Background: an optimization exercise with open tools, aiming at a short achievable clock period. Do not read the settings as production practice. At most, simulation tests tie the RTL to the original design; equivalence was not proved. Power and IR drop assume default switching activity.

## fsv
module fsv (
    input  wire         clk,
    input  wire         rst,         
    input  wire         op_valid,
    input  wire [11:0]  op_word,
    output reg  [7:0]   acc,
    output wire [151:0] fb,
    output reg  [4:0]   len,
    output reg          ovf,
    output reg          valid,
    output reg  [7:0]   cmd,
    output reg  [7:0]   tid0,
    output reg  [7:0]   tid1,
    output reg  [15:0]  pm25,
    output reg  [15:0]  pm10,
    output reg  [7:0]   fwy,
    output reg  [7:0]   fwm,
    output reg  [7:0]   fwd,
    output reg  [7:0]   rid0,
    output reg  [7:0]   rid1,
    output reg          pmw,
    output reg          fww,
    output reg          idw,
    output reg  [2:0]   err,
    output reg          fatal
);
Size: about 2200 cells after synthesis, about 0.018 sq mm of cells after synthesis.
export LEC_CHECK = 0
export ABC_CLOCK_PERIOD_IN_PS = 300
export CAP_MARGIN = 20
export CORE_MARGIN = 2
export CORE_UTILIZATION = 40
export PLACE_DENSITY = 0.6
export SETUP_SLACK_MARGIN = 4.6
export SLEW_MARGIN = 20
export SYNTH_HIERARCHICAL = 1
create_clock -name core_clock -period 7.0 [get_ports {clk}]
run.sh (not shown) runs the stock make flow with config.mk's settings and CLKGATE_MAP_FILE= SYNTH_SCRIPT=/design/flow/synth_recipe.tcl, a recipe that flattens the netlist after the stock synthesis.
Edit:
--- a/flow/design.v
+++ b/flow/design.v
@@ -31,24 +31,37 @@
     localparam [7:0] TYPE_DATA = 8'hC0;
     localparam [2:0] E_OK        = 3'd0;
     localparam [2:0] E_INVPARAM  = 3'd1;
     localparam [2:0] E_MALFORMED = 3'd3;
     localparam [2:0] E_ILLEGAL   = 3'd4;
     localparam [2:0] E_OVERFLOW  = 3'd5;
     localparam [2:0] E_RESCMD    = 3'd6;
     function [7:0] sel8;
         input       s;
         input [7:0] a;
         input [7:0] b;
         sel8 = ({8{s}} & a) | ({8{~s}} & b);
+    endfunction
+    function [7:0] addcs;
+        input [7:0] a;
+        input [7:0] b;
+        reg   [4:0] lo;
+        reg   [3:0] h0, h1, a1;
+        begin
+            lo = {1'b0, a[3:0]} + {1'b0, b[3:0]};
+            a1 = a[7:4] + 4'd1;
+            h0 = a[7:4] + b[7:4];
+            h1 = a1 + b[7:4];
+            addcs = {lo[4] ? h1 : h0, lo[3:0]};
+        end
     endfunction
     function legal_cmd;
         input [7:0] c;
         legal_cmd = (c == 8'h02) || (c == 8'h04) || (c == 8'h05) ||
                     (c == 8'h06) || (c == 8'h07) || (c == 8'h08);
     endfunction
     reg  [151:0] fb_q;
     wire [7:0]   fbuf [0:18];
     genvar gi;
     generate
         for (gi = 0; gi < 19; gi = gi + 1) begin : g_fb_bytes
             assign fbuf[gi] = fb_q[8*gi +: 8];
@@ -111,48 +124,48 @@
         for (i = 0; i < 12; i = i + 1)
             frame[3 + i] = fdata[8*i +: 8];
         frame[15] = tid0_i;
         frame[16] = tid1_i;
         frame[17] = cs;
         frame[18] = TAIL;
     end
     wire b_ok   = d_bcmd && bok;
     wire p_ok   = d_push && !full;
     wire clr    = rst || d_fclr;
     wire [7:0] acc_nx  = rst ? 8'h00 :
                          d_csclr ? 8'h00 :
-                         sel8(d_csadd, acc_i + imm, acc_i);
+                         sel8(d_csadd, addcs(acc_i, imm), acc_i);
     wire [4:0]  len_nx = clr ? 5'd0 :
                          p_ok ? len_inc :
                          b_ok ? 5'd19 : len;
     wire [19:0] lo_nx  = clr ? 20'd1 :
                          p_ok ? {lo[18:0], 1'b0} :
                          b_ok ? (20'd1 << 19) : lo;
     wire [18:0] th_nx  = clr ? 19'd0 :
                          p_ok ? {th[17:0], 1'b1} :
                          b_ok ? {19{1'b1}} : th;
     wire le12_nx = clr ? 1'b1 : p_ok ? !th[11] : b_ok ? 1'b0 : !th[12];
     wire cl_nx   = rst ? 1'b0 : d_setcmd ? imm_legal : cl;
     wire [7:0] cmd_nx  = rst ? 8'h00 : sel8(d_setcmd, imm, cmd_i);
     wire [7:0] tid0_nx = rst ? 8'hFF : sel8(d_setid0, imm, tid0_i);
     wire [7:0] tid1_nx = rst ? 8'hFF : sel8(d_setid1, imm, tid1_i);
-    wire [7:0] s_add    = s_all + imm;
+    wire [7:0] s_add    = addcs(s_all, imm);
     wire [7:0] s_all_nx = clr ? 8'h00 : sel8(d_push, s_add, s_all);
     wire [7:0] q_nx     = rst ? 8'h00 :
                           d_fclr ? cmd_i :
-                          d_push ? q + imm :
+                          d_push ? addcs(q, imm) :
                           sel8(d_setcmd, s_add, q);
     wire [7:0] p_nx     = rst ? 8'hFE :
-                          d_setid0 ? tid1_i + imm :
-                          sel8(d_setid1, tid0_i + imm, p);
+                          d_setid0 ? addcs(tid1_i, imm) :
+                          sel8(d_setid1, addcs(tid0_i, imm), p);
     always @(posedge clk) begin
         acc    <= acc_nx;
         acc_n  <= ~acc_nx;
         len    <= len_nx;
         lo     <= lo_nx;
         th     <= th_nx;
         cl     <= cl_nx;
         bok    <= cl_nx && le12_nx;
         cmd    <= cmd_nx;
         cmd_n  <= ~cmd_nx;
         tid0   <= tid0_nx;
         tid0_n <= ~tid0_nx;
Effect: Register-to-register slack is worse by 80 ps; sequential cell count does not change; total power climbs by about 0.34%; cell area drops by 1.4%; setup slack is worse by 290 ps; global-route usage drops by 1.9 points; non-clock buffer count climbs by 9; core utilization drops by 2.3 points; clock skew drops by 3.5 ps.
No functional check of the RTL was part of the second run of this note.

========
Another version of the RTL of fsv (not shown whole).
Size in the first run: roughly 380 flip-flops, ~17,000 um^2 of cells after synthesis.
export LEC_CHECK = 0
export ABC_CLOCK_PERIOD_IN_PS = 300
export CAP_MARGIN = 20
export CORE_MARGIN = 2
export CORE_UTILIZATION = 40
export PLACE_DENSITY = 0.6
export SETUP_SLACK_MARGIN = 4.6
export SLEW_MARGIN = 20
export SYNTH_HIERARCHICAL = 1
create_clock -name core_clock -period 7.0 [get_ports {clk}]
standard.sh (not shown) runs the stock make flow with config.mk's settings and CLKGATE_MAP_FILE= SYNTH_SCRIPT=/design/flow/synth_recipe.tcl, a recipe that flattens the netlist after the stock synthesis.
==> flow/flow/run.sh <==
#!/bin/bash
# Layout flow: the standard layout (standard.sh, with its standard
# synthesis script), with slow gates that stack four transistors (and the
# full/half adder cells, which the resizer cannot size) added to the
# don't-use list, so that synthesis maps decoders and adders to gates the
# resizer can size. Registers are unaffected.
set -euo pipefail
DU=""
for c in a2111o_1 a2111o_2 a2111o_4 a2111oi_0 a2111oi_1 a2111oi_2 a2111oi_4 \
         a311o_1 a311o_2 a311o_4 a311oi_1 a311oi_2 a311oi_4 \
         a41o_1 a41o_2 a41o_4 a41oi_1 a41oi_2 a41oi_4 \
         fa_1 fa_2 fa_4 fah_1 fahcin_1 fahcon_1 ha_1 ha_2 ha_4 \
         nor4_1 nor4_2 nor4_4 nor4b_1 nor4b_2 nor4b_4 nor4bb_1 nor4bb_2 nor4bb_4 \
         o2111a_1 o2111a_2 o2111a_4 o2111ai_1 o2111ai_2 o2111ai_4 \
         o311a_1 o311a_2 o311a_4 o311ai_0 o311ai_1 o311ai_2 o311ai_4 \
         o41a_1 o41a_2 o41a_4 o41ai_1 o41ai_2 o41ai_4 \
         or4_1 or4_2 or4_4 or4b_1 or4b_2 or4b_4 or4bb_1 or4bb_2 or4bb_4; do
  DU="$DU sky130_fd_sc_hd__$c"
done
echo "export DONT_USE_CELLS += $DU" >> config.mk
bash standard.sh finish > standard.log 2>&1
The first run finished clean.
Then changed:
--- a/flow/design.v
+++ b/flow/design.v
@@ -58,17 +58,17 @@
     reg  [19:0] lo;           
     reg  [18:0] th;           
     reg         cl;           
     reg         bok;          
     reg  [7:0]  acc_n;        
     reg  [7:0]  cmd_n;        
     reg  [7:0]  tid0_n;       
     reg  [7:0]  tid1_n;       
-    reg  [7:0]  s_all, snap2, d8, d17;
+    reg  [7:0]  s_all, q, p, snap2, d8, d17;
     reg         rok, cok;     
     wire [7:0] acc_i  = ~acc_n;
     wire [7:0] cmd_i  = ~cmd_n;
     wire [7:0] tid0_i = ~tid0_n;
     wire [7:0] tid1_i = ~tid1_n;
     wire [3:0] opc = op_word[11:8];
     wire [7:0] imm = op_word[7:0];
     wire iz = (imm == 8'h00);
@@ -92,18 +92,18 @@
     wire imm_tail  = (imm == TAIL);
     wire imm_legal = legal_cmd(imm);
     wire full = lo[19];
     wire       pre9, pre18;
     wire [7:0] cs, dsum;
     wire [4:0] len_inc;
     wire [95:0] fdata;                    
     fsv_st u_st (
-        .fb_q(fb_q), .lo(lo), .th(th), .cmd(cmd_i), .tid0(tid0_i),
-        .tid1(tid1_i), .s_all(s_all), .snap2(snap2), .d8(d8), .d17(d17),
+        .fb_q(fb_q), .lo(lo), .th(th), .p(p), .q(q),
+        .s_all(s_all), .snap2(snap2), .d8(d8), .d17(d17),
         .pre9(pre9), .pre18(pre18), .cs(cs), .dsum(dsum),
         .len_inc(len_inc), .fdata(fdata)
     );
     reg  [7:0] frame [0:18];
     integer i;
     always @(*) begin
         frame[0] = HEADER;
         frame[1] = TYPE_CMD;
@@ -130,32 +130,42 @@
     wire [18:0] th_nx  = clr ? 19'd0 :
                          p_ok ? {th[17:0], 1'b1} :
                          b_ok ? {19{1'b1}} : th;
     wire le12_nx = clr ? 1'b1 : p_ok ? !th[11] : b_ok ? 1'b0 : !th[12];
     wire cl_nx   = rst ? 1'b0 : d_setcmd ? imm_legal : cl;
     wire [7:0] cmd_nx  = rst ? 8'h00 : sel8(d_setcmd, imm, cmd_i);
     wire [7:0] tid0_nx = rst ? 8'hFF : sel8(d_setid0, imm, tid0_i);
     wire [7:0] tid1_nx = rst ? 8'hFF : sel8(d_setid1, imm, tid1_i);
-    wire [7:0] s_all_nx = clr ? 8'h00 : sel8(d_push, s_all + imm, s_all);
+    wire [7:0] s_add    = s_all + imm;
+    wire [7:0] s_all_nx = clr ? 8'h00 : sel8(d_push, s_add, s_all);
+    wire [7:0] q_nx     = rst ? 8'h00 :
+                          d_fclr ? cmd_i :
+                          d_push ? q + imm :
+                          sel8(d_setcmd, s_add, q);
+    wire [7:0] p_nx     = rst ? 8'hFE :
+                          d_setid0 ? tid1_i + imm :
+                          sel8(d_setid1, tid0_i + imm, p);
     always @(posedge clk) begin
         acc    <= acc_nx;
         acc_n  <= ~acc_nx;
         len    <= len_nx;
         lo     <= lo_nx;
         th     <= th_nx;
         cl     <= cl_nx;
         bok    <= cl_nx && le12_nx;
         cmd    <= cmd_nx;
         cmd_n  <= ~cmd_nx;
         tid0   <= tid0_nx;
         tid0_n <= ~tid0_nx;
         tid1   <= tid1_nx;
         tid1_n <= ~tid1_nx;
         s_all  <= s_all_nx;
+        q      <= q_nx;
+        p      <= p_nx;
         snap2  <= sel8(lo[2], s_all, snap2);
         d8     <= sel8(lo[8], dsum, d8);
         d17    <= sel8(lo[17], dsum, d17);
         ovf    <= !clr && ((d_push && full) || ovf);
         rok    <= !rst && (d_push ? (pre9 && imm_tail) :
                            (d_fclr || b_ok) ? 1'b0 : rok);
         cok    <= !rst && (d_push ? (pre18 && imm_tail) :
                            d_fclr ? 1'b0 : (b_ok || cok));
@@ -200,19 +210,18 @@
                                         sel8(th[gi], held, frame[gi]));
         end
     endgenerate
 endmodule
 module fsv_st (
     input  wire [151:0] fb_q,
     input  wire [19:0]  lo,
     input  wire [18:0]  th,
-    input  wire [7:0]   cmd,
-    input  wire [7:0]   tid0,
-    input  wire [7:0]   tid1,
+    input  wire [7:0]   p,        
+    input  wire [7:0]   q,        
     input  wire [7:0]   s_all,
     input  wire [7:0]   snap2,
     input  wire [7:0]   d8,
     input  wire [7:0]   d17,
     output wire         pre9,     
     output wire         pre18,    
     output wire [7:0]   cs,       
     output wire [7:0]   dsum,     
@@ -226,17 +235,17 @@
             assign fbuf[gi] = fb_q[8*gi +: 8];
         end
     endgenerate
     assign pre9  = lo[9] && (fbuf[0] == 8'hAA) &&
                    ((fbuf[1] == 8'hC5) || (fbuf[1] == 8'hC0)) &&
                    (d8 == fbuf[8]);
     assign pre18 = lo[18] && (fbuf[0] == 8'hAA) && (fbuf[1] == 8'hB4) &&
                    (d17 == fbuf[17]);
-    assign cs    = cmd + tid0 + tid1 + s_all;
+    assign cs    = p + q;
     assign dsum  = s_all - snap2;
     integer i;
     always @(*) begin
         len_inc = 5'd0;
         for (i = 0; i < 19; i = i + 1)
             if (lo[i]) len_inc = len_inc | (i + 1);
         for (i = 0; i < 12; i = i + 1)
             fdata[8*i +: 8] = th[i] ? fbuf[i] : 8'h00;
- setup slack improved by 380 ps
- maximum frequency is higher by roughly a tenth
- design area rose by a few percent
- core utilization decreases by 2.6 points
- global-route usage shrinks by 0.56 points
For the first run of this note, only the layout was checked, not whether the RTL still works.

========
the baseline:
Starting RTL as in the previous note.
make LEC_CHECK=0 ABC_CLOCK_PERIOD_IN_PS=300 CAP_MARGIN=20 CORE_MARGIN=2 CORE_UTILIZATION=40 PLACE_DENSITY=0.6 SETUP_SLACK_MARGIN=4.6 SLEW_MARGIN=20 SYNTH_HIERARCHICAL=1 finish   # period 7.0 ns
run.sh (not shown) runs the stock make flow with config.mk's settings and CLKGATE_MAP_FILE= SYNTH_SCRIPT=/design/flow/synth_recipe.tcl, a recipe that flattens the netlist after the stock synthesis.
Stock flow here: none of the scripts above is used.
--- input diff the baseline..the candidate ---
-- flow/design.v --
<<< the baseline, line 42
        sel8 = ({8{s}} & a) | ({8{~s}} & b);
    endfunction
    function legal_cmd;
        input [7:0] c;
>>> the candidate, line 42
        sel8 = ({8{s}} & a) | ({8{~s}} & b);
    endfunction
    function [7:0] addf;
        input [7:0] a;
        input [7:0] b;
        reg   [7:0] c;
        reg         t;
        integer k, j, m;
        begin
            c[0] = 1'b0;
            for (k = 1; k < 8; k = k + 1) begin
                c[k] = 1'b0;
                for (j = 0; j < k; j = j + 1) begin
                    t = a[j] & b[j];
                    for (m = j + 1; m < k; m = m + 1)
                        t = t & (a[m] | b[m]);
                    c[k] = c[k] | t;
                end
            end
            for (k = 0; k < 8; k = k + 1)
                addf[k] = a[k] ^ (b[k] ^ c[k]);
        end
    endfunction
    function legal_cmd;
        input [7:0] c;
<<< the baseline, line 64
    reg  [7:0]  tid0_n;       
    reg  [7:0]  tid1_n;       
    reg  [7:0]  s_all, snap2, d8, d17;
    reg         rok, cok;     
    wire [7:0] acc_i  = ~acc_n;
>>> the candidate, line 85
    reg  [7:0]  tid0_n;       
    reg  [7:0]  tid1_n;       
    reg  [7:0]  s_all, q, p, snap2, d8, d17;
    reg         rok, cok;     
    wire [7:0] acc_i  = ~acc_n;
<<< the baseline, line 98
    wire [95:0] fdata;                    
    fsv_st u_st (
        .fb_q(fb_q), .lo(lo), .th(th), .cmd(cmd_i), .tid0(tid0_i),
        .tid1(tid1_i), .s_all(s_all), .snap2(snap2), .d8(d8), .d17(d17),
        .pre9(pre9), .pre18(pre18), .cs(cs), .dsum(dsum),
        .len_inc(len_inc), .fdata(fdata)
>>> the candidate, line 119
    wire [95:0] fdata;                    
    fsv_st u_st (
        .fb_q(fb_q), .lo(lo), .th(th), .p(p), .q(q),
        .s_all(s_all), .snap2(snap2), .d8(d8), .d17(d17),
        .pre9(pre9), .pre18(pre18), .cs(cs), .dsum(dsum),
        .len_inc(len_inc), .fdata(fdata)
<<< the baseline, line 121
    wire [7:0] acc_nx  = rst ? 8'h00 :
                         d_csclr ? 8'h00 :
                         sel8(d_csadd, acc_i + imm, acc_i);
    wire [4:0]  len_nx = clr ? 5'd0 :
                         p_ok ? len_inc :
>>> the candidate, line 142
    wire [7:0] acc_nx  = rst ? 8'h00 :
                         d_csclr ? 8'h00 :
                         sel8(d_csadd, addf(acc_i, imm), acc_i);
    wire [4:0]  len_nx = clr ? 5'd0 :
                         p_ok ? len_inc :
<<< the baseline, line 136
    wire [7:0] tid0_nx = rst ? 8'hFF : sel8(d_setid0, imm, tid0_i);
    wire [7:0] tid1_nx = rst ? 8'hFF : sel8(d_setid1, imm, tid1_i);
    wire [7:0] s_all_nx = clr ? 8'h00 : sel8(d_push, s_all + imm, s_all);
    always @(posedge clk) begin
        acc    <= acc_nx;
>>> the candidate, line 157
    wire [7:0] tid0_nx = rst ? 8'hFF : sel8(d_setid0, imm, tid0_i);
    wire [7:0] tid1_nx = rst ? 8'hFF : sel8(d_setid1, imm, tid1_i);
    wire [7:0] s_add    = addf(s_all, imm);
    wire [7:0] s_all_nx = clr ? 8'h00 : sel8(d_push, s_add, s_all);
    wire [7:0] q_nx     = rst ? 8'h00 :
                          d_fclr ? cmd_i :
                          d_push ? addf(q, imm) :
                          sel8(d_setcmd, s_add, q);
    wire [7:0] p_nx     = rst ? 8'hFE :
                          d_setid0 ? addf(tid1_i, imm) :
                          sel8(d_setid1, addf(tid0_i, imm), p);
    always @(posedge clk) begin
        acc    <= acc_nx;
<<< the baseline, line 152
        tid1_n <= ~tid1_nx;
        s_all  <= s_all_nx;
        snap2  <= sel8(lo[2], s_all, snap2);
        d8     <= sel8(lo[8], dsum, d8);
>>> the candidate, line 181
        tid1_n <= ~tid1_nx;
        s_all  <= s_all_nx;
        q      <= q_nx;
        p      <= p_nx;
        snap2  <= sel8(lo[2], s_all, snap2);
        d8     <= sel8(lo[8], dsum, d8);
<<< the baseline, line 206
    input  wire [19:0]  lo,
    input  wire [18:0]  th,
    input  wire [7:0]   cmd,
    input  wire [7:0]   tid0,
    input  wire [7:0]   tid1,
    input  wire [7:0]   s_all,
    input  wire [7:0]   snap2,
>>> the candidate, line 237
    input  wire [19:0]  lo,
    input  wire [18:0]  th,
    input  wire [7:0]   p,        
    input  wire [7:0]   q,        
    input  wire [7:0]   s_all,
    input  wire [7:0]   snap2,
<<< the baseline, line 232
    assign pre18 = lo[18] && (fbuf[0] == 8'hAA) && (fbuf[1] == 8'hB4) &&
                   (d17 == fbuf[17]);
    assign cs    = cmd + tid0 + tid1 + s_all;
    assign dsum  = s_all - snap2;
    integer i;
>>> the candidate, line 262
    assign pre18 = lo[18] && (fbuf[0] == 8'hAA) && (fbuf[1] == 8'hB4) &&
                   (d17 == fbuf[17]);
    assign cs    = p + q;
    assign dsum  = s_all - snap2;
    integer i;
Results
- The candidate: flow completed, timing, DRC and antenna clean
- In terms of fraction of power consumed by combinational cells, the candidate and the baseline differ only marginally.
- As of the candidate, maximum frequency had risen by a few percent compared to the baseline.
- The candidate ended with more worst setup slack than the baseline.
- The candidate does worse than the baseline on total power.
- On shortest clock period the worst path allows after layout, the lower figure sits with the candidate, not the baseline.
- The candidate ended up with a higher area inside the core boundary than the baseline did.
- Global-route usage: the candidate higher than the baseline
- The baseline and the candidate ended up with roughly the same initial standard-cell utilization of the core.
- Total vias in the final route (the candidate over the baseline): increase, 1553
No run of this note included a check of the RTL's function; only the layout flow was run.

-- port drivers added, routing unchanged --
Ports are ideal in the flow. The routed layouts listed here were re-timed in OpenROAD.
Step 1 assumes that a clkbuf_16 drives the clock port and a buf_2 every other input.
Step 2 times the ports against the registers' clock, not the clock port: input delays grow and output delays shrink by t, the midpoint of the rising clock arrivals with the driver on.
a / b / c = ideal / step 1 / step 2; a / b = the first two.
run | t, ns | setup WS [ns] | worst slew at a driven data input, ns
the first run of note 1 | 0.646 | 4.223 / 4.198 / 3.552 | 0.09
the second run of note 1 | 0.632 | 3.936 / 3.929 / 3.297 | 0.09
the first run of note 2 | 0.634 | 3.849 / 3.849 / 3.688 | 0.09
the second run of note 2 | 0.639 | 4.225 / 4.231 / 3.592 | 0.07
the baseline | 0.632 | 3.857 / 3.868 / 3.236 | 0.09
the candidate | 0.643 | 4.014 / 4.009 / 3.365 | 0.22
After both steps setup and hold are still met in every run listed. For the first run of note 1, which loses most, drivers alone change the setup slack by -0.025 ns; drivers and shift together by -0.671 ns.
